This design comes from an exercise in tuning for small area on the open sky130 flow, not from production work.
Function was checked by simulation only, so behaviour that the tests miss may differ from the original.
Power figures rest on the tool's default switching activity, not on a simulated workload.

==> design.v <==
module gbp_link_core (
    input  wire        clk,
    input  wire        rst,              
    input  wire        op_edge,          
    input  wire        edge_clk,
    input  wire        edge_data,
    input  wire        op_poll,          
    input  wire        op_clear_ready,   
    input  wire [31:0] now,
    output wire        ready,            
    output wire [2:0]  last_cmd,         
    output wire [3:0]  status_flags,     
    output wire        synced,
    output wire        sdout,            
    output wire        sdout_valid,      
    output wire        violation,
    output wire [1:0]  violation_cause,
    output reg         buf_we,
    output wire        buf_sel,          
    output wire [9:0]  buf_addr,
    output wire [7:0]  buf_wdata
);
    localparam [15:0] SYNC_WORD = 16'h8833;
    localparam [2:0] CMD_UNKNOWN = 3'd0;
    localparam [2:0] CMD_INIT    = 3'd1;
    localparam [2:0] CMD_DATA    = 3'd2;
    localparam [2:0] CMD_PRINT   = 3'd3;
    localparam [2:0] CMD_INQUIRY = 3'd4;
    localparam [3:0] S_COMMAND       = 4'd0;
    localparam [3:0] S_COMPRESSION   = 4'd1;
    localparam [3:0] S_LENGTH_LOW    = 4'd2;
    localparam [3:0] S_LENGTH_HIGH   = 4'd3;
    localparam [3:0] S_PAYLOAD       = 4'd4;
    localparam [3:0] S_CHECKSUM_LOW  = 4'd5;
    localparam [3:0] S_CHECKSUM_HIGH = 4'd6;
    localparam [3:0] S_DEVICE_ID     = 4'd7;
    localparam [3:0] S_STATUS        = 4'd8;
    reg        initialized;
    reg        prev_clk;
    reg        synchronized;
    reg [15:0] sr;               
    reg [2:0]  bit_pos;
    reg        data_out;
    reg        data_out_driven;
    reg [3:0]  st;
    reg [2:0]  command;
    reg [9:0]  len;              
    reg [9:0]  idx;
    reg [15:0] cs;
    reg        xf;               
    reg        cserr;
    reg        unproc;
    reg        busy;             
    reg        ready_flag;
    reg [1:0]  vcause;
    reg [31:0] tdl;
    reg [31:0] pdl;
    wire       ev     = op_edge & initialized & (edge_clk ^ prev_clk);
    wire       rise   = ev & edge_clk;
    wire       fall   = ev & ~edge_clk & synchronized;
    wire [15:0] sr_sh = {sr[14:0], edge_data};
    wire [7:0] b      = sr_sh[7:0];
    wire       bdone  = rise & synchronized & (bit_pos == 3'd0);
    wire       is_tgt   = (command == CMD_DATA) | (command == CMD_PRINT);
    wire       is_print = (command == CMD_PRINT);
    wire       full     = is_print ? idx[2] : (idx[9] & idx[7] & idx[3] & idx[1]);
    wire [9:0] idx_inc  = idx + 10'd1;
    wire [15:0] cs_add  = cs + {8'd0, b};
    reg txbit;
    always @* begin
        txbit = 1'b0;
        if (st == S_DEVICE_ID)
            txbit = (bit_pos == 3'd7) | (bit_pos == 3'd0);
        else if (st == S_STATUS)
            case (bit_pos)
                3'd0: txbit = cserr;
                3'd1: txbit = xf;
                3'd2: txbit = xf;
                3'd3: txbit = unproc;
                default: txbit = 1'b0;
            endcase
    end
    reg viol;
    reg [1:0] vcode;
    reg resync;
    reg [3:0] st_n;
    always @* begin
        buf_we = 1'b0;
        viol   = 1'b0;
        vcode  = 2'd0;
        resync = 1'b0;
        st_n   = st;
        if (bdone) begin
            case (st)
                S_COMMAND:       st_n = S_COMPRESSION;
                S_COMPRESSION:   st_n = S_LENGTH_LOW;
                S_LENGTH_LOW:    st_n = S_LENGTH_HIGH;
                S_LENGTH_HIGH: begin
                    if (b == 8'd0 && len[7:0] == 8'd0)
                        st_n = S_CHECKSUM_LOW;
                    else if (!is_tgt) begin
                        viol  = 1'b1;
                        vcode = 2'd1;
                    end else
                        st_n = S_PAYLOAD;
                end
                S_PAYLOAD: begin
                    if (full) begin
                        viol  = 1'b1;
                        vcode = 2'd2;
                    end else begin
                        buf_we = 1'b1;
                        if (idx_inc == len)
                            st_n = S_CHECKSUM_LOW;
                    end
                end
                S_CHECKSUM_LOW:  st_n = S_CHECKSUM_HIGH;
                S_CHECKSUM_HIGH: st_n = S_DEVICE_ID;
                S_DEVICE_ID:     st_n = S_STATUS;
                default:         resync = 1'b1;       
            endcase
            if (viol)
                resync = 1'b1;
        end else if (op_poll) begin
            if (st != S_COMMAND && now > tdl)
                resync = 1'b1;
        end
        if (resync)
            st_n = S_COMMAND;
    end
    assign buf_sel   = ~command[0];
    assign buf_addr  = idx;
    assign buf_wdata = b;
    always @(posedge clk) begin
        if (op_edge) begin
            initialized <= 1'b1;
            prev_clk    <= edge_clk;
        end
        if (rise) begin
            sr <= sr_sh;
            if (!synchronized) begin
                if (sr_sh == SYNC_WORD) begin
                    synchronized <= 1'b1;
                    bit_pos      <= 3'd7;
                end
            end else
                bit_pos <= bit_pos - 3'd1;
        end
        if (fall) begin
            data_out        <= txbit;
            data_out_driven <= 1'b1;
        end
        st <= st_n;
        if (bdone) begin
            tdl <= now + 32'd100;
            case (st)
                S_COMMAND: begin
                    case (b)
                        8'h01:   command <= CMD_INIT;
                        8'h04:   command <= CMD_DATA;
                        8'h02:   command <= CMD_PRINT;
                        8'h0F:   command <= CMD_INQUIRY;
                        default: command <= CMD_UNKNOWN;
                    endcase
                    cs <= {8'd0, b};
                end
                S_COMPRESSION: cs <= cs_add;
                S_LENGTH_LOW: begin
                    cs       <= cs_add;
                    len[7:0] <= b;
                end
                S_LENGTH_HIGH: begin
                    cs       <= cs_add;
                    len[9:8] <= b[1:0] | {2{|b[7:2]}};
                    idx      <= 10'd0;
                end
                S_PAYLOAD: begin
                    cs  <= cs_add;
                    idx <= idx_inc;
                end
                S_CHECKSUM_LOW:  len[7:0] <= b;
                S_CHECKSUM_HIGH: xf <= (cs == {b, len[7:0]});
                S_DEVICE_ID: begin
                    cserr <= ~xf;
                    if (command == CMD_DATA)
                        unproc <= 1'b1;
                    if (is_print) begin
                        unproc <= 1'b0;
                        busy   <= 1'b1;
                        pdl    <= now + 32'd2000;
                    end
                    xf <= busy | is_print;
                end
                default: ready_flag <= 1'b1;
            endcase
            if (viol) begin
                vcause <= vcode;
                cserr  <= 1'b1;
            end
        end else if (op_poll) begin
            if (busy && now >= pdl)
                busy <= 1'b0;
        end else if (op_clear_ready) begin
            ready_flag <= 1'b0;
        end
        if (resync) begin
            synchronized <= 1'b0;
            sr           <= 16'd0;
        end
        if (rst) begin
            initialized     <= 1'b0;
            synchronized    <= 1'b0;
            sr              <= 16'd0;
            data_out_driven <= 1'b0;
            st              <= S_COMMAND;
            command         <= CMD_UNKNOWN;
            cserr           <= 1'b0;
            unproc          <= 1'b0;
            busy            <= 1'b0;
            ready_flag      <= 1'b0;
            vcause          <= 2'd0;
        end
    end
    assign ready           = ready_flag;
    assign last_cmd        = command;
    assign status_flags    = {unproc, busy, busy, cserr};
    assign synced          = synchronized;
    assign sdout           = data_out;
    assign sdout_valid     = data_out_driven;
    assign violation       = |vcause;
    assign violation_cause = vcause;
endmodule
==> run.sh <==
#!/bin/bash
# synth_recipe.tcl (not shown) runs the flow's synth.tcl, then flattens the netlist and writes it again
# the make line also repeats each setting of config.mk as NAME=value (left out here)
make -C /OpenROAD-flow-scripts/flow DESIGN_CONFIG=/design/flow/config.mk WORK_HOME=/design/flow/orfs CLKGATE_MAP_FILE= SYNTH_SCRIPT=/design/flow/synth_recipe.tcl finish
==> config.mk <==
export PLATFORM = sky130hd
export DESIGN_NAME = gbp_link_core
export DESIGN_NICKNAME = gbp_link_core
export VERILOG_FILES = /design/flow/design.v
export SDC_FILE = /design/flow/constraint.sdc
export NUM_CORES = 4
export LEC_CHECK = 0
export CAP_MARGIN = 20
export CORE_MARGIN = 2
export CORE_UTILIZATION = 40
export SLEW_MARGIN = 20
==> constraint.sdc <==
create_clock -name core_clock -period 10.0 [get_ports {clk}]
set_input_delay 2.0000 -clock core_clock [delete_from_list [all_inputs] [get_ports {clk}]]
set_output_delay 2.0000 -clock core_clock [all_outputs]
set_load 0.01 [all_outputs]
==> results of run 1 <==
-- cell usage in the layout, fill, tap and decap left out, types with 17 or more instances in the layout --
master           instances
xor2_1                  49
o21ai_0                 32
nand3_1                 20
inv_1                   86
nand4_1                 22
nand2_1                 92
a21oi_1                 61
clkdlybuf4s50_1         72
a21o_1                  18
dfxtp_1                 31
nor3_1                  21
edfxtp_1               106
clkbuf_16               17
ha_1                    81
xnor2_1                 47
nor2_1                  58
-- path summary, 6_finish.rpt --
| path | startpoint | to | slack (ps) | cells past startpoint |
|---|---|---|---|---|
| worst min register to register | sr[14] | sr[14] | 450 | 2 |
| worst max-delay path | op_edge | buf_we | 3270 | 5 |
| worst min-delay path | sr[14] | sr[14] | 450 | 2 |
| worst max register to register | sr[0] | cs[12] | 6960 | 9 |
-- tightest hold or removal path: cells and delay by family (launching register included) --
| family | cells | cell delay, ps |
|---|---|---|
| simple gates | 1 | 50 |
| compound gates | 1 | 50 |
| flops | 1 | 300 |
-- power breakdown --
group | switching, W | total, W | internal [W] | leakage [nW]
Sequential | 0.000000778 | 0.000612 | 0.000611 | 1.21
Combinational | 0.0000456 | 0.0000838 | 0.0000383 | 2.50
Clock | 0.000247 | 0.000720 | 0.000473 | 0.326
-- metal layers --
layer | vias to the layer above | wire length [microns] | global-route usage (%)
met5 | - | 0 | 0
met3 | 22 | 860 | 3.10
li1 | 3218 | - | -
met1 | 3043 | 9470 | 24.8
met2 | 123 | 8700 | 28.1
met4 | 0 | 284 | 5.47
-- cells by family after synthesis --
kind of cell / share of synthesized area (%)
flops: 44.0
compound gates: 10.4
fa+ha+maj: 11.9
mux: 0.709
simple gates: 16.4
xor+xnor: 10.3
buf+inv: 6.35
-- metrics by stage --
step | instances | area, sq um | worst slack, ps | total power (W)
6_report | 1228 | 10200 | 3270 | 0.00142
5_1_grt | 1228 | 10200 | 3090 | 0.00146
4_1_cts | 1228 | 10200 | 3250 | 0.00143
3_5_place_dp | 1196 | 9540 | 3260 | 0.000708
3_3_place_gp | 1196 | 9540 | 3300 | 0.000707
2_1_floorplan | 888 | 8650 | 4420 | 0.000671
-- flip-flops by register name, summed over array words and instances (netlist names), 2 cells and up --
name	cells
bit_pos	3
command	3
sr	15
len	10
cs	16
vcause	2
pdl	32
st	4
idx	10
tdl	32
-- area by class of cell --
type                    count  area share [%]
clock inverters            13            2.19
well taps                 275            3.37
clock buffers              19            4.34
flip-flops and latches    137            37.3
inverters                  86            3.16
repair buffers             77            7.43
multi-input cells         621            42.2
==> results.py, run 1 <==
metrics = {
    "yosys": {
        "async_flop_share_pct": 0,
        "ys_ff_latch": 137,
        "ys_seq_area_share_pct": 44.0,
        "synthFlopType": "edfxtp_1",
        "synth_most_common_cell": "edfxtp_1",
        "synth_top_area_share_pct": 36.8,
        "yosysUniqueCellTypes": 61,
        "synth_edf_count": 106,
        "netlist.top_cell.by_area": "edfxtp_1",
        "synth_commonest_cells": "edfxtp_1, nand2_1, inv_1",
        "syn_nets": 1009,
        "yosys_warnings": 1,
        "synth.area.top_cells": "edfxtp_1, ha_1, dfxtp_1, xor2_1, xnor2_1",
        "synth_cells": 888,
        "avgSynthCellArea_sq_um": 9.74,
        "syn_area_sq_mm": 0.00865,
    },
    "grt": {
        "grt_max_degree": 36,
        "grt_overflow": 0,
        "antenna_found_initial": 0,
        "grtUsageTotal_pct": 17.7,
        "grt_pass1_wl_mm": 31.6,
        "grt_pass1_vias": 6129,
    },
    "critical_path": {
        "end_kind": "primary output",
        "cp_num_buf_inv": 2,
        "required_ps": 8000,
        "slowest_stage": "and4b_1",
        "slowest_delay_ps": 600,
        "critical_path.cell_chain": "clkdlybuf4s50_1 > and4b_1 > nand3_1 > nor3_1 > clkdlybuf4s50_1",
        "crit_family": "simple AND/OR/NAND/NOR gates",
        "crit_arrival_ps": 4730,
        "worstSetupPathType": "primary input to primary output",
        "cp-start-kind": "primary input",
        "crit_top_cell": "clkdlybuf4s50_1",
        "crit_path_max_fanout": 17,
    },
    "power": {
        "p_leak_nw": 4.03,
        "peakVddDrop_uv": 121,
        "power.density_mw_per_mm2": 139,
    },
    "detailed_routing": {
        "viasPerCell": 5.22,
        "drt_pre_antenna_iters": 4,
        "num_vias": 6406,
        "ant_nets": 0,
        "wl_mm": 19.3,
        "drc": 0,
        "drtIter0Drc": 386,
        "drt-wirelength-per-cell_microns": 15.7,
    },
    "sta": {
        "min_period_ps": 6730,
        "hold_ws_ps": 454,
        "finalClockSkew_ps": 10.5,
        "rsz0062_at_grt": "no",
        "period_share_pct": 67.3,
        "timing.fmax_ghz": 0.149,
        "fin_tns_setup_ps": 0,
        "slew_headroom_pct": 29.0,
        "maxSlewViolCount": 0,
        "hold_violations": 0,
        "finalSetupViolations": 0,
        "worst_pin_slew_ps": 1070,
    },
    "die": {
        "fp.dieH_microns": 151,
        "core_sq_mm": 0.0212,
        "start_util_pct": 40.9,
        "dieArea_sq_mm": 0.0228,
        "die_w_microns": 151,
        "std_cell_rows": 53,
        "ios": 73,
    },
    "worst_hold_path": {
        "hp-class": "flop to flop",
    },
    "cells_and_area": {
        "fin_nets": 1061,
        "drive_gt1_share_pct": 4.83,
        "final_util_pct": 48.3,
        "area_growth_pct": 18.0,
        "multi_input_area_sq_mm": 0.00431,
        "fill_cells": 1990,
        "register_area_sq_mm": 0.00380,
        "antenna_cells": 0,
    },
    "run_status": {
        "status": "timing/DRC/antenna clean",
    },
    "clock_tree": {
        "ctsHtreeMaxLevel": 4,
        "cts_resized": 0,
        "post_cts.repair.setup_buffers": 0,
        "cts_root_buffer": "clkbuf_16",
        "cts_sinks": 137,
        "clk_path_buf_depth": 2,
        "cts_hold_buffers": 0,
        "cts_made_buffers": 17,
        "cts_tree": "done",
        "clkLatencyLatePin_ps": 420,
        "clkTransAtPathRegs_ps": 60,
    },
    "place": {
        "portBuffers": 72,
        "hpwl_mm": 13.8,
        "place.gp.congestion": 0.830,
    },
    "run": {
        "max_cap_violations": 0,
    },
}
==> run 2, diff against run 1 <==
--- a/design.v
+++ b/design.v
@@ -22,3 +22,2 @@
 );
-    localparam [15:0] SYNC_WORD = 16'h8833;
     localparam [2:0] CMD_UNKNOWN = 3'd0;
@@ -40,3 +39,3 @@
     reg        synchronized;
-    reg [15:0] sr;               
+    reg [7:0]  sr;               
     reg [2:0]  bit_pos;
@@ -60,4 +59,41 @@
     wire       fall   = ev & ~edge_clk & synchronized;
-    wire [15:0] sr_sh = {sr[14:0], edge_data};
-    wire [7:0] b      = sr_sh[7:0];
+    wire [7:0] b      = {sr[6:0], edge_data};
+    reg [4:0] sync_next;     
+    always @* begin
+        case ({sr[3:0], edge_data})
+            5'b0000_0: sync_next = 5'b0_0000;    
+            5'b0000_1: sync_next = 5'b0_1001;    
+            5'b1001_0: sync_next = 5'b0_0010;    
+            5'b1001_1: sync_next = 5'b0_1001;    
+            5'b0010_0: sync_next = 5'b0_0011;    
+            5'b0010_1: sync_next = 5'b0_1001;    
+            5'b0011_0: sync_next = 5'b0_0100;    
+            5'b0011_1: sync_next = 5'b0_1001;    
+            5'b0100_0: sync_next = 5'b0_0000;    
+            5'b0100_1: sync_next = 5'b0_0001;    
+            5'b0001_0: sync_next = 5'b0_0110;    
+            5'b0001_1: sync_next = 5'b0_1001;    
+            5'b0110_0: sync_next = 5'b0_0111;    
+            5'b0110_1: sync_next = 5'b0_1001;    
+            5'b0111_0: sync_next = 5'b0_1100;    
+            5'b0111_1: sync_next = 5'b0_1001;    
+            5'b1100_0: sync_next = 5'b0_1101;    
+            5'b1100_1: sync_next = 5'b0_0001;    
+            5'b1101_0: sync_next = 5'b0_1010;    
+            5'b1101_1: sync_next = 5'b0_1001;    
+            5'b1010_0: sync_next = 5'b0_0000;    
+            5'b1010_1: sync_next = 5'b0_1011;    
+            5'b1011_0: sync_next = 5'b0_0010;    
+            5'b1011_1: sync_next = 5'b0_1000;    
+            5'b1000_0: sync_next = 5'b0_0101;    
+            5'b1000_1: sync_next = 5'b0_1001;    
+            5'b0101_0: sync_next = 5'b0_1110;    
+            5'b0101_1: sync_next = 5'b0_1001;    
+            5'b1110_0: sync_next = 5'b0_0100;    
+            5'b1110_1: sync_next = 5'b0_1111;    
+            5'b1111_0: sync_next = 5'b0_0010;    
+            5'b1111_1: sync_next = 5'b1_0000;    
+            default: sync_next = 5'b0_0000;
+        endcase
+    end
     wire       bdone  = rise & synchronized & (bit_pos == 3'd0);
@@ -66,4 +102,42 @@
     wire       full     = is_print ? idx[2] : (idx[9] & idx[7] & idx[3] & idx[1]);
-    wire [9:0] idx_inc  = idx + 10'd1;
-    wire [15:0] cs_add  = cs + {8'd0, b};
+    localparam [31:0] TIMEOUT_WINDOW    = 32'd100;
+    localparam [31:0] PRETEND_PRINT_DUR = 32'd2000;
+    wire [31:0] tdl_new;             
+    wire [31:0] pdl_new;             
+    wire [32:0] tc, pc;
+    wire [32:0] tg, pg;              
+    wire [9:0]  idx_inc;
+    wire [10:0] ic;
+    wire [15:0] cs_add;
+    wire [16:0] cc;
+    assign tc[0] = 1'b0;
+    assign pc[0] = 1'b0;
+    assign tg[0] = 1'b0;
+    assign pg[0] = 1'b1;
+    assign ic[0] = 1'b1;
+    assign cc[0] = 1'b0;
+    genvar i;
+    generate
+        for (i = 0; i < 32; i = i + 1) begin : g_time
+            assign tdl_new[i] = now[i] ^ TIMEOUT_WINDOW[i] ^ tc[i];
+            assign tc[i+1]    = TIMEOUT_WINDOW[i] ? (now[i] | tc[i]) : (now[i] & tc[i]);
+            assign pdl_new[i] = now[i] ^ PRETEND_PRINT_DUR[i] ^ pc[i];
+            assign pc[i+1]    = PRETEND_PRINT_DUR[i] ? (now[i] | pc[i]) : (now[i] & pc[i]);
+            assign tg[i+1]    = (now[i] & ~tdl[i]) | (now[i] & tg[i]) | (~tdl[i] & tg[i]);
+            assign pg[i+1]    = (now[i] & ~pdl[i]) | (now[i] & pg[i]) | (~pdl[i] & pg[i]);
+        end
+        for (i = 0; i < 10; i = i + 1) begin : g_idx
+            assign idx_inc[i] = idx[i] ^ ic[i];
+            assign ic[i+1]    = idx[i] & ic[i];
+        end
+        for (i = 0; i < 16; i = i + 1) begin : g_cs
+            if (i < 8) begin : g_fa
+                assign cs_add[i] = cs[i] ^ b[i] ^ cc[i];
+                assign cc[i+1]   = (cs[i] & b[i]) | (cs[i] & cc[i]) | (b[i] & cc[i]);
+            end else begin : g_ha
+                assign cs_add[i] = cs[i] ^ cc[i];
+                assign cc[i+1]   = cs[i] & cc[i];
+            end
+        end
+    endgenerate
     reg txbit;
@@ -124,3 +198,3 @@
         end else if (op_poll) begin
-            if (st != S_COMMAND && now > tdl)
+            if (st != S_COMMAND && tg[32])
                 resync = 1'b1;
@@ -139,5 +213,5 @@
         if (rise) begin
-            sr <= sr_sh;
             if (!synchronized) begin
-                if (sr_sh == SYNC_WORD) begin
+                sr[3:0] <= sync_next[3:0];
+                if (sync_next[4]) begin
                     synchronized <= 1'b1;
@@ -145,4 +219,6 @@
                 end
-            end else
+            end else begin
+                sr      <= b;
                 bit_pos <= bit_pos - 3'd1;
+            end
         end
@@ -154,3 +230,3 @@
         if (bdone) begin
-            tdl <= now + 32'd100;
+            tdl <= tdl_new;
             case (st)
@@ -189,3 +265,3 @@
                         busy   <= 1'b1;
-                        pdl    <= now + 32'd2000;
+                        pdl    <= pdl_new;
                     end
@@ -200,3 +276,3 @@
         end else if (op_poll) begin
-            if (busy && now >= pdl)
+            if (busy && pg[32])
                 busy <= 1'b0;
@@ -207,3 +283,3 @@
             synchronized <= 1'b0;
-            sr           <= 16'd0;
+            sr[3:0]      <= 4'd0;
         end
@@ -212,3 +288,3 @@
             synchronized    <= 1'b0;
-            sr              <= 16'd0;
+            sr[3:0]         <= 4'd0;
             data_out_driven <= 1'b0;
==> flow/run.sh (new file) <==
#!/bin/bash
# Layout flow: the standard flow (standard.sh, standard synthesis unchanged) with
#  - the smallest buffer, buf_1, as the buffer on every input and output port,
#  - a clock tree of clkbuf_4 buffers without dummy load cells.
# make's full output goes to flow_make.log; each ORFS step logs to orfs/logs/.
set -euo pipefail
export BUFFER_PORTS_ARGS="-buffer_cell sky130_fd_sc_hd__buf_1"
export CTS_ARGS="-sink_clustering_enable -repair_clock_nets -buf_list sky130_fd_sc_hd__clkbuf_4 -dont_use_dummy_load"
bash standard.sh > flow_make.log 2>&1
==> standard.sh (new file) <==
#!/bin/bash
# synth_recipe.tcl (not shown) runs the flow's synth.tcl, then flattens the netlist and writes it again
# the make line also repeats each setting of config.mk as NAME=value (left out here)
make -C /OpenROAD-flow-scripts/flow DESIGN_CONFIG=/design/flow/config.mk WORK_HOME=/design/flow/orfs CLKGATE_MAP_FILE= SYNTH_SCRIPT=/design/flow/synth_recipe.tcl "${@:-finish}"
--- a/config.mk
+++ b/config.mk
@@ -9,3 +9,3 @@
 export CORE_MARGIN = 2
-export CORE_UTILIZATION = 40
+export CORE_UTILIZATION = 65
 export SLEW_MARGIN = 20
removed: run.sh
==> results.py, run 2 <==
metrics = {
    "clock_tree": {
        "cts_root_buffer": "clkbuf_4",
        "clk_path_buf_depth": 2,
        "cts_sinks": 129,
        "ctsHtreeMaxLevel": 4,
        "cts_tree": "done",
        "cts_hold_buffers": 0,
        "post_cts.repair.setup_buffers": 0,
        "cts_resized": 0,
        "cts_made_buffers": 17,
        "clkLatencyLatePin_ps": 550,
        "clkTransAtPathRegs_ps": 90,
    },
    "yosys": {
        "avgSynthCellArea_sq_um": 11.6,
        "synth_top_area_share_pct": 43.3,
        "syn_nets": 781,
        "yosys_warnings": 1,
        "syn_area_sq_mm": 0.00756,
        "synth_edf_count": 109,
        "ys_seq_area_share_pct": 48.6,
        "synth.area.top_cells": "edfxtp_1, ha_1, dfxtp_1, inv_1, nor2b_1",
        "synth_cells": 654,
        "synthFlopType": "edfxtp_1",
        "async_flop_share_pct": 0,
        "netlist.top_cell.by_area": "edfxtp_1",
        "ys_ff_latch": 129,
        "synth_commonest_cells": "edfxtp_1, ha_1, inv_1",
        "yosysUniqueCellTypes": 71,
        "synth_most_common_cell": "edfxtp_1",
    },
    "critical_path": {
        "worstReg2RegStart": "cs[0]",
        "cp-start-kind": "primary input",
        "worstSetupPathType": "primary input to flop",
        "slowest_delay_ps": 230,
        "r2r_slack_ps": 4780,
        "required_ps": 10280,
        "critPathCapture": "tdl[31]",
        "crit_arrival_ps": 7410,
        "slowest_stage": "ha_1",
        "crit_path_max_fanout": 4,
        "worstReg2RegEnd": "cs[14]",
        "crit_start": "now[2]",
        "end_kind": "flop",
        "r2r_cells": 16,
        "crit_top_cell": "ha_1",
    },
    "sta": {
        "timing.fmax_ghz": 0.140,
        "finalClockSkew_ps": 30.2,
        "slew_headroom_pct": 53.1,
        "hold_violations": 0,
        "worst_pin_slew_ps": 702,
        "finalSetupViolations": 0,
        "fin_tns_setup_ps": 0,
        "min_period_ps": 7140,
        "period_share_pct": 71.4,
        "maxSlewViolCount": 0,
        "rsz0062_at_grt": "no",
    },
    "power": {
        "clock_power_share_pct": 27.2,
        "swShare_pct": 22.4,
        "combPwrFrac_pct": 6.5,
        "p_leak_nw": 3.19,
        "power_frac_seq_pct": 66.3,
        "power.net_switching_w": 0.000197,
        "internal_power_w": 0.000681,
        "power.density_mw_per_mm2": 108,
        "peakVddDrop_uv": 126,
    },
    "run": {
        "max_cap_violations": 0,
    },
    "die": {
        "start_util_pct": 66.5,
        "core_sq_mm": 0.0114,
        "fp.dieH_microns": 112,
        "dieArea_sq_mm": 0.0125,
        "std_cell_rows": 39,
        "die_w_microns": 112,
        "ios": 73,
    },
    "detailed_routing": {
        "ant_nets": 0,
        "drt_pre_antenna_iters": 5,
        "drt-wirelength-per-cell_microns": 17.2,
        "wl_met3_microns": 775,
        "highest_layer": "met4",
        "drc": 0,
        "num_vias": 5199,
        "drtIter0Drc": 345,
        "met1Wirelength_mm": 6.44,
        "wl_mm": 15.0,
        "met2_length_mm": 7.49,
        "viasPerCell": 5.95,
    },
    "cells_and_area": {
        "reg.largest.list": "pdl: 32 flops, tdl: 32 flops, cs: 16 flops",
        "area_growth_pct": 7.07,
        "layout_commonest_cell": "edfxtp_1",
        "final_cell_mix": "edfxtp_1, ha_1, buf_1",
        "design_area_sq_mm": 0.00809,
        "fill_cells": 868,
        "fin_nets": 860,
        "final_util_pct": 71.2,
        "drive_gt1_share_pct": 5.20,
        "antenna_cells": 0,
    },
    "run_status": {
        "status": "timing/DRC/antenna clean",
    },
    "worst_hold_path": {
        "hp-class": "flop to flop",
    },
    "grt": {
        "antenna_found_initial": 0,
        "grt_pass1_wl_mm": 25.0,
        "grtUsageTotal_pct": 25.4,
        "grt_overflow": 0,
        "grt_max_degree": 34,
        "grt_pass1_vias": 5158,
    },
    "place": {
        "place.gp.congestion": 0.937,
        "portBuffers": 72,
        "hpwl_mm": 11.3,
        "postPlaceCellArea_sq_mm": 0.00796,
    },
}
run 2: through the flow:
stage	total power (W)	setup slack (ps)	hold WS, ps	std cells
final	0.000878	2860	507	874
after floorplan	0.000627	2830	428	654
after global routing	0.000910	2610	522	874
after global placement	0.000648	2440	470	857
after CTS	0.000885	2870	500	874
after detailed placement	0.000651	2340	488	857
run 2: kinds of logic after synthesis:
kind of cell               synth area share (%)
DFF                                        48.6
muxes                                      1.23
buffers and inverters                      4.57
and+or+nand+nor                            13.9
AOI/OAI and AO/OA                          10.3
adders and majority gates                  17.5
xor gates and xnor gates                   3.89
run 2: area by class of cell:
type | count | area [sq um] | share of cell area [%]
Clock buffer | 17 | 128 | 1.58
Inverter | 65 | 244 | 3.02
Multi-Input combinational cell | 442 | 3550 | 43.9
Sequential cell | 129 | 3670 | 45.4
Tap cell | 143 | 179 | 2.21
Timing Repair Buffer | 78 | 315 | 3.90
run 2: worst min-delay path by stage:
| stage | startpoint | endpoint | slack [ps] | cells after the start |
|---|---|---|---|---|
| floorplan | xf | cserr | 430 | 1 |
| global placement | vcause[1] | vcause[1] | 470 | 2 |
| detailed placement | vcause[1] | vcause[1] | 490 | 2 |
| CTS | vcause[1] | vcause[1] | 500 | 2 |
| global route | data_out_driven | data_out_driven | 520 | 1 |
| finish | ready_flag | ready_flag | 510 | 2 |
run 2: routing by layer:
metal / GRT usage [%] / vias up
li1: - / 2545
met1: 32.2 / 2475
met2: 42.9 / 154
met3: 5.82 / 25
met4: 9.47 / 0
met5: 0 / -
run 2: critical path: cells and delay by family:
kind | cells | cell delay (ps)
fa+ha+maj | 28 | 5090
buf+inv | 3 | 210
xor+xnor | 1 | 140
run 2: power groups by stage:
stage | Combinational (W) | Clock, W | Sequential [W]
5_1_grt | 0.0000663 | 0.000262 | 0.000582
3_5_place_dp | 0.0000572 | 0 | 0.000594
3_3_place_gp | 0.0000541 | 0 | 0.000594
4_1_cts | 0.0000575 | 0.000245 | 0.000582
6_report | 0.0000573 | 0.000239 | 0.000582
2_1_floorplan | 0.0000334 | 0 | 0.000594
==> run 3, diff against run 2 <==
--- a/config.mk
+++ b/config.mk
@@ -7,2 +7,3 @@
 export LEC_CHECK = 0
+export ABC_AREA = 1
 export CAP_MARGIN = 20
==> results.py, run 3 <==
metrics = {
    "power": {
        "power.total_w": 0.000874,
        "peakVddDrop_uv": 72.2,
        "p_leak_nw": 3.46,
        "power.density_mw_per_mm2": 110,
    },
    "grt": {
        "grt_pass1_vias": 5247,
        "grtUsageTotal_pct": 23.5,
        "grt_max_degree": 42,
        "grt_pass1_wl_mm": 23.3,
        "grt_overflow": 0,
        "antenna_found_initial": 0,
    },
    "yosys": {
        "netlist.top_cell.by_area": "edfxtp_1",
        "syn_area_sq_mm": 0.00745,
        "synth_most_common_cell": "nand2_1",
        "synth_top_area_share_pct": 43.9,
        "yosys_warnings": 1,
        "synthFlopType": "edfxtp_1",
        "ys_ff_latch": 129,
        "syn_nets": 875,
        "ys_seq_area_share_pct": 49.3,
        "async_flop_share_pct": 0,
        "avgSynthCellArea_sq_um": 9.96,
        "synth_commonest_cells": "nand2_1, edfxtp_1, inv_2",
        "synth_cells": 748,
        "synth.area.top_cells": "edfxtp_1, ha_1, nand2_1, dfxtp_1, inv_2",
        "synth_edf_count": 109,
        "yosysUniqueCellTypes": 46,
    },
    "critical_path": {
        "crit_top_cell": "ha_1",
        "slowest_stage": "ha_1",
        "r2r_cells": 17,
        "slowest_delay_ps": 220,
        "required_ps": 10240,
        "r2r_slack_ps": 4850,
        "cp_num_buf_inv": 3,
        "worstReg2RegEnd": "cs[15]",
        "crit_arrival_ps": 7370,
        "end_kind": "flop",
        "worstSetupPathType": "primary input to flop",
        "worstReg2RegStart": "cs[0]",
        "crit_family": "adder cells",
        "crit_path_max_fanout": 5,
        "cp-start-kind": "primary input",
    },
    "cells_and_area": {
        "layout_commonest_cell": "nand2_1",
        "fin_nets": 955,
        "drive_gt1_share_pct": 16.2,
        "final_util_pct": 70.4,
        "reg.largest.list": "pdl: 32 flops, tdl: 32 flops, cs: 16 flops",
        "final_cell_mix": "nand2_1, edfxtp_1, inv_2",
        "area_growth_pct": 6.98,
        "antenna_cells": 0,
    },
    "detailed_routing": {
        "wl_mm": 13.8,
        "viasPerCell": 5.39,
        "drtIter0Drc": 294,
        "drt-wirelength-per-cell_microns": 14.3,
        "num_vias": 5226,
        "drc": 0,
        "drt_pre_antenna_iters": 4,
        "ant_nets": 0,
    },
    "run": {
        "max_cap_violations": 0,
    },
    "die": {
        "dieArea_sq_mm": 0.0123,
        "ios": 73,
        "fp.dieH_microns": 111,
        "start_util_pct": 65.8,
        "core_sq_mm": 0.0113,
        "std_cell_rows": 39,
        "die_w_microns": 111,
    },
    "clock_tree": {
        "ctsHtreeMaxLevel": 4,
        "cts_made_buffers": 17,
        "cts_hold_buffers": 0,
        "clkTransAtPathRegs_ps": 100,
        "cts_sinks": 129,
        "cts_tree": "done",
        "cts_root_buffer": "clkbuf_4",
        "clk_path_buf_depth": 2,
        "cts_resized": 0,
        "clkLatencyLatePin_ps": 490,
        "post_cts.repair.setup_buffers": 0,
    },
    "place": {
        "place.gp.congestion": 0.820,
        "hpwl_mm": 10.7,
        "portBuffers": 72,
    },
    "sta": {
        "maxSlewViolCount": 0,
        "timing.fmax_ghz": 0.140,
        "worst_pin_slew_ps": 1020,
        "rsz0062_at_grt": "no",
        "period_share_pct": 71.3,
        "finalSetupViolations": 0,
        "slew_headroom_pct": 31.7,
        "finalClockSkew_ps": 34.6,
        "hold_violations": 0,
        "fin_tns_setup_ps": 0,
        "min_period_ps": 7130,
    },
    "worst_hold_path": {
        "holdPathEnd": "data_out_driven",
        "hp-class": "flop to flop",
        "hold_depth": 1,
        "min_from": "data_out_driven",
    },
    "run_status": {
        "status": "timing/DRC/antenna clean",
    },
}
==> run 3: cell count changes after synthesis, moves of 21 or more <==
cell / change
nand2_1: +78
inv_2: +91
nor2_1: +25
o22ai_1: +27
nor2b_1: -31
a22o_1: +21
==> run 3: power breakdown <==
| group | leakage [nW] | switching [W] | total (W) | internal, W |
|---|---|---|---|---|
| clock network | 0.0782 | 0.000151 | 0.000229 | 0.0000779 |
| logic | 2.22 | 0.0000387 | 0.0000628 | 0.0000242 |
| registers | 1.16 | 0.00000166 | 0.000582 | 0.000581 |
==> run 3: cell families after synthesis <==
kind of cell / Yosys count / share of synthesized area [%]
AO/OA/AOI/OAI: 115 / 10.5
adder cells (fa/ha/maj): 88 / 15.5
XOR/XNOR: 23 / 2.70
AND/OR/NAND/NOR: 225 / 13.0
buffers and inverters: 168 / 8.98
flip-flops: 129 / 49.3
==> run 3: how the worst max path moves through the flow <==
stage	startpoint	to	slack, ps	depth (start not counted)
after floorplan	now[2]	tdl[31]	2830	31
after global routing	now[2]	tdl[31]	2560	32
final	now[2]	tdl[31]	2870	32
after detailed placement	now[2]	tdl[31]	2300	32
after global placement	now[2]	tdl[31]	2440	32
after CTS	now[2]	tdl[31]	2840	32
==> run 3: layer usage <==
layer  vias to the layer above  wire (microns)  GRT usage (%)
met2                       120            6950           40.4
met5                         -               0              0
li1                       2681               -              -
met4                         0             161           6.83
met1                      2411            6070           30.0
met3                        14             650           5.19
==> run 3: stage by stage <==
| step | instances | setup slack [ps] | hold slack (ps) | area, sq um |
|---|---|---|---|---|
| global route | 969 | 2560 | 508 | 7970 |
| floorplan | 748 | 2830 | 457 | 7450 |
| detailed placement | 952 | 2300 | 477 | 7850 |
| CTS | 969 | 2840 | 493 | 7970 |
| global placement | 952 | 2440 | 457 | 7850 |
| finish | 969 | 2870 | 488 | 7970 |
==> run 3: final cells by class <==
type | instances | area (sq um)
Clock buffer | 17 | 128
Fill cell | 910 | 3350
Inverter | 157 | 602
Multi-Input combinational cell | 451 | 3120
Sequential cell | 129 | 3670
Tap cell | 143 | 179
Timing Repair Buffer | 72 | 270

==> static timing again, ports no longer ideal <==
In the flow no input, the clock included, has a driving cell. The finished layouts below were timed again as built, in two steps.
Step 1, drivers: a clkbuf_16 drives clk and a buf_2 each remaining input, both assumed.
Step 2, shift: input delay + t, output delay - t, t = (earliest + latest rising clock arrival at the registers) / 2. This alone moves slack from input paths to output paths.
Slacks: ideal / step 1 / step 2; pairs: ideal / step 1.
run | t, ns | slack for setup (ns) | worst setup path at the end | slew at the worst register clock pin (ns) | worst data-port slew with drivers (ns)
run 1 | 0.466 | 3.269 / 3.246 / 3.246 | input to output | 0.06 / 0.06 | 0.07
run 2 | 0.568 | 2.864 / 2.874 / 2.306 | input to register | 0.11 / 0.11 | 0.06
run 3 | 0.510 | 2.869 / 2.884 / 2.374 | input to register | 0.11 / 0.11 | 0.05
After both steps setup and hold are still met in every run listed. The setup slack of run 2, which loses most, moves by +0.010 ns with the drivers and by -0.558 ns with both steps.
